Context: an optimization exercise on an open-source flow, tuned for small area and few clock cycles. The choices shown serve that exercise and are no tape-out recipe. The RTL was checked by simulation tests, not by an equivalence proof against the original design. Power figures rest on the tool's default switching activity, not on a simulated workload.

Design i2cc_top, start of the top module:
module i2cc_top (
    input  wire        clk,
    input  wire        rst,
    input  wire        host_req,
    input  wire        host_we,
    input  wire [10:0] host_addr,
    input  wire [31:0] host_wdata,
    output reg  [31:0] host_rdata,
    output reg         host_err,
    output wire        irq,
    output wire        bus_req,
    output reg  [2:0]  bus_act,
    output reg  [7:0]  bus_data,
    input  wire        bus_done,
    input  wire [1:0]  bus_resp,
    input  wire        bus_rx_valid,
    input  wire [7:0]  bus_rx_data
);
    localparam MAXC = 64;             
    localparam RXS  = 64;             
    localparam DBS  = MAXC - 9;       
    localparam [7:0] R_OK = 8'h00, R_DEV = 8'h01, R_UNK = 8'h02,
                     R_COMM = 8'h10, R_RSF = 8'h11,
                     R_FTL = 8'h20, R_FSH = 8'h21, R_CRC = 8'h22, R_FCE = 8'h23,
                     R_BADC = 8'h30, R_SEQ = 8'h31, R_BLEN = 8'h32;
    localparam [3:0] P_IDLE = 4'd0, P_CHECK = 4'd1, P_CRC = 4'd2, P_MARSHAL = 4'd3,
                     P_UNM = 4'd4, P_WAKE = 4'd5, P_WRITE = 4'd6, P_RESYNC = 4'd7,
                     P_WAIT = 4'd8, P_RC = 4'd9, P_RB = 4'd10, P_READ = 4'd11;
    localparam [2:0] TS_IDLE = 3'd0, TS_ADDRW = 3'd1, TS_DSENT = 3'd2,
                     TS_RSP = 3'd4, TS_ADDRR = 3'd5, TS_DREC = 3'd6, TS_FAIL = 3'd7;
    localparam [2:0] A_START = 3'd1, A_RSTART = 3'd2, A_STOP = 3'd3, A_WRBYTE = 3'd4,
                     A_RDBYTES = 3'd5, A_DUMMY = 3'd6, A_WAKE = 3'd7;
    reg        ctrl_ie;
    reg [2:0]  ctrl_retries;
    reg        done, ovr;
    reg [2:0]  tstate;
    reg [3:0]  phase;
    reg [3:0]  attempts;
    reg [31:0] cmd;
    reg [7:0]  result;
    reg [6:0]  dev_addr;
    reg [15:0] waddr, ioaddr;
    reg [7:0]  opcode, mode;
    reg [15:0] param1, param2;
    reg [31:0] dlen;
    reg [7:0]  wr_len, rd_len, crc_len, resp_len, frame_len, rx_len;
    reg [15:0] crc_reg;
    reg [7:0]  rsp_status;
    reg [3:0]  rsp_code;
    reg [7:0]  rsp_dlen;
    reg        rsp_valid;
    reg [7:0]  dbuf  [0:DBS-1];
    reg [7:0]  txbuf [0:MAXC-1];
    reg [7:0]  rxbuf [0:RXS-1];
  ...
export LEC_CHECK = 0
export CAP_MARGIN = 30
export CORE_MARGIN = 2
export CORE_UTILIZATION = 50
export PLACE_DENSITY = 0.7
export SETUP_SLACK_MARGIN = 0.2
export SLEW_MARGIN = 30
create_clock -name core_clock -period 10.0 [get_ports {clk}]
standard.sh (not shown) runs the stock make flow with config.mk's settings and CLKGATE_MAP_FILE= SYNTH_SCRIPT=/design/flow/synth_recipe.tcl, a recipe that flattens the netlist after the stock synthesis.
==> flow/flow/run.sh <==
#!/bin/bash
set -euo pipefail
HERE=$(pwd)
python3 - "$HERE" <<'PY'
import sys, re, os, shlex
here = sys.argv[1]
flow_home = os.environ["FLOW_HOME"]
# ORFS's synth.tcl with its abc call given our script
s = open(os.path.join(flow_home, "scripts", "synth.tcl")).read()
old = "log_cmd abc {*}$abc_args"
assert s.count(old) == 1, "abc call not found in synth.tcl"
s = s.replace(old, "log_cmd abc -script %s/flow/abc.script {*}[lrange $abc_args 2 end]" % here)
open(os.path.join(here, "synth_abc.tcl"), "w").write(s)
# The standard flow's synthesis script, sourcing that copy
b = open(os.path.join(here, "synth_recipe.tcl")).read()
old = "source $::env(SCRIPTS_DIR)/synth.tcl"
assert b.count(old) == 1, "synth.tcl not sourced by synth_recipe.tcl"
open(os.path.join(here, "own_synth.tcl"), "w").write(b.replace(old, "source %s/synth_abc.tcl" % here))
# standard.sh, with that synthesis script
t = open(os.path.join(here, "standard.sh")).read()
t2, n = re.subn(r"SYNTH_SCRIPT=\S+", "SYNTH_SCRIPT=%s/own_synth.tcl" % here, t)
assert n == 1, "SYNTH_SCRIPT not found in standard.sh"
open(os.path.join(here, "own_standard.sh"), "w").write(t2)
# standard.sh, with our clock tree synthesis arguments
args = " ".join(open(os.path.join(here, "flow", "cts_args.txt")).read().split())
t3, n = re.subn(r"SYNTH_SCRIPT=\S+", lambda m: m.group(0) + " " + shlex.quote("CTS_ARGS=" + args), t)
assert n == 1
open(os.path.join(here, "cts_standard.sh"), "w").write(t3)
PY
bash own_standard.sh synth > synth.log 2>&1
bash standard.sh place > place.log 2>&1
bash cts_standard.sh cts > cts.log 2>&1
bash standard.sh > route.log 2>&1
==> flow/flow/abc.script <==
strash
&get -n
&st
&deepsyn -T 60
&dch -f
&nf
&put
==> flow/flow/cts_args.txt <==
-sink_clustering_enable -repair_clock_nets -sink_clustering_size 25 -sink_clustering_max_diameter 80 -buf_list sky130_fd_sc_hd__clkbuf_16 -dont_use_dummy_load
Testbench counts at the start, summed over its fixed seeds: cycles 107,364.
Change:
--- a/flow/design.v
+++ b/flow/design.v
@@ -611,18 +611,18 @@
                         end else begin
                             gnext <= G_RSW; bp <= 7'd1; st <= S_GAP;
                         end
                     end
                 end
                 S_RSW: begin
                     if (e_fin) begin
-                        if (!e_ok || attempts == {1'b0, retries_snap} + 4'd1) begin
-                            result <= e_ok ? R_COMM : R_RSF;
-                            if (mar_act) st <= S_FIN;
-                            else begin phase <= P_IDLE; done <= 1'b1; st <= S_IDLE; end
+                        if (!e_ok) begin
+                            result <= R_RSF; st <= S_FIN;
+                        end else if (attempts == {1'b0, retries_snap} + 4'd1) begin
+                            result <= R_COMM; st <= S_FIN;
                         end else begin
                             gnext <= G_WR; bp <= 7'd2; st <= S_GAP;
                         end
                     end
                 end
                 S_RC: begin
                     if (e_fin) begin
@@ -661,16 +661,15 @@
                 end
                 S_RF0: begin
                     phase <= P_RESYNC; es <= E_RS1; st <= S_RF;
                 end
                 S_RF: begin
                     if (e_fin) begin
                         result <= e_ok ? R_COMM : R_RSF;
-                        if (rest_act) st <= S_FIN;
-                        else begin phase <= P_IDLE; done <= 1'b1; st <= S_IDLE; end
+                        st <= S_FIN;
                     end
                 end
                 S_BW: begin
                     if (e_fin) begin
                         result <= e_ok ? R_OK : R_COMM;
                         phase <= P_IDLE; done <= 1'b1; st <= S_IDLE;
                     end
@@ -679,16 +678,15 @@
                     if (e_fin) begin
                         if (e_ok) begin
                             rx_len <= rd_len;
                             result <= R_OK; phase <= P_IDLE; done <= 1'b1; st <= S_IDLE;
                         end else begin
                             rx_len <= 8'd0; result <= R_COMM;
                             j <= 7'd0; rest_act <= rest_any; rbase <= 1'b0;
-                            if (rest_any) st <= S_FIN;
-                            else begin phase <= P_IDLE; done <= 1'b1; st <= S_IDLE; end
+                            st <= S_FIN;
                         end
                     end
                 end
                 S_RSY: begin
                     if (e_fin) begin
                         result <= e_ok ? R_OK : R_RSF;
                         phase <= P_IDLE; done <= 1'b1; st <= S_IDLE;
What happened:
- wire length goes down by a few percent
- final area goes down slightly
- utilization goes down by 0.29 points
- final cell count goes down slightly
- power goes down slightly
- clock-buffer cell count goes down by 2
- hold slack gets better by 0.025 ns
- setup slack gets better by 0.13 ns
- global-route usage goes down by 1.5 points
- non-clock buffer count goes down by 72
- register-to-register slack gets worse by 0.33 ns
- die area hardly moves
- sequential power is about the same
- clock skew barely changes
Testbench counts after the change, summed over its fixed seeds: cycles 107,415.

==> separate check: timing with driven ports <==
No port has a modelled driver above. Below, the same layouts with a new extraction and two added sets of constraints. Step 1 (the two cells are an assumption about what drives the block):
set clk [get_ports {clk}]
set_driving_cell -lib_cell sky130_fd_sc_hd__clkbuf_16 $clk
set_driving_cell -lib_cell sky130_fd_sc_hd__buf_2 [delete_from_list [all_inputs] $clk]
Step 2 adds t to the input delays and takes it off the output delays; t is the mean of the earliest and latest rising clock arrival at the registers after step 1. Input paths then give back, and output paths get back, about the clock's delay inside the block. Slacks: ideal ports / drivers / drivers and shift; pairs: ideal ports / drivers.
run | shift t [ns] | setup slack, ns | cell pins on the clock port's net
the first run | 0.919 | 0.348 / 0.410 / -0.509 | 1
the second run | 0.922 | 0.482 / 0.557 / -0.365 | 1
With both steps, setup timing fails in the first run and the second run, where it was met with ideal ports. The setup slack of the first run, which loses most, moves by +0.062 ns with the drivers and by -0.857 ns with both steps.
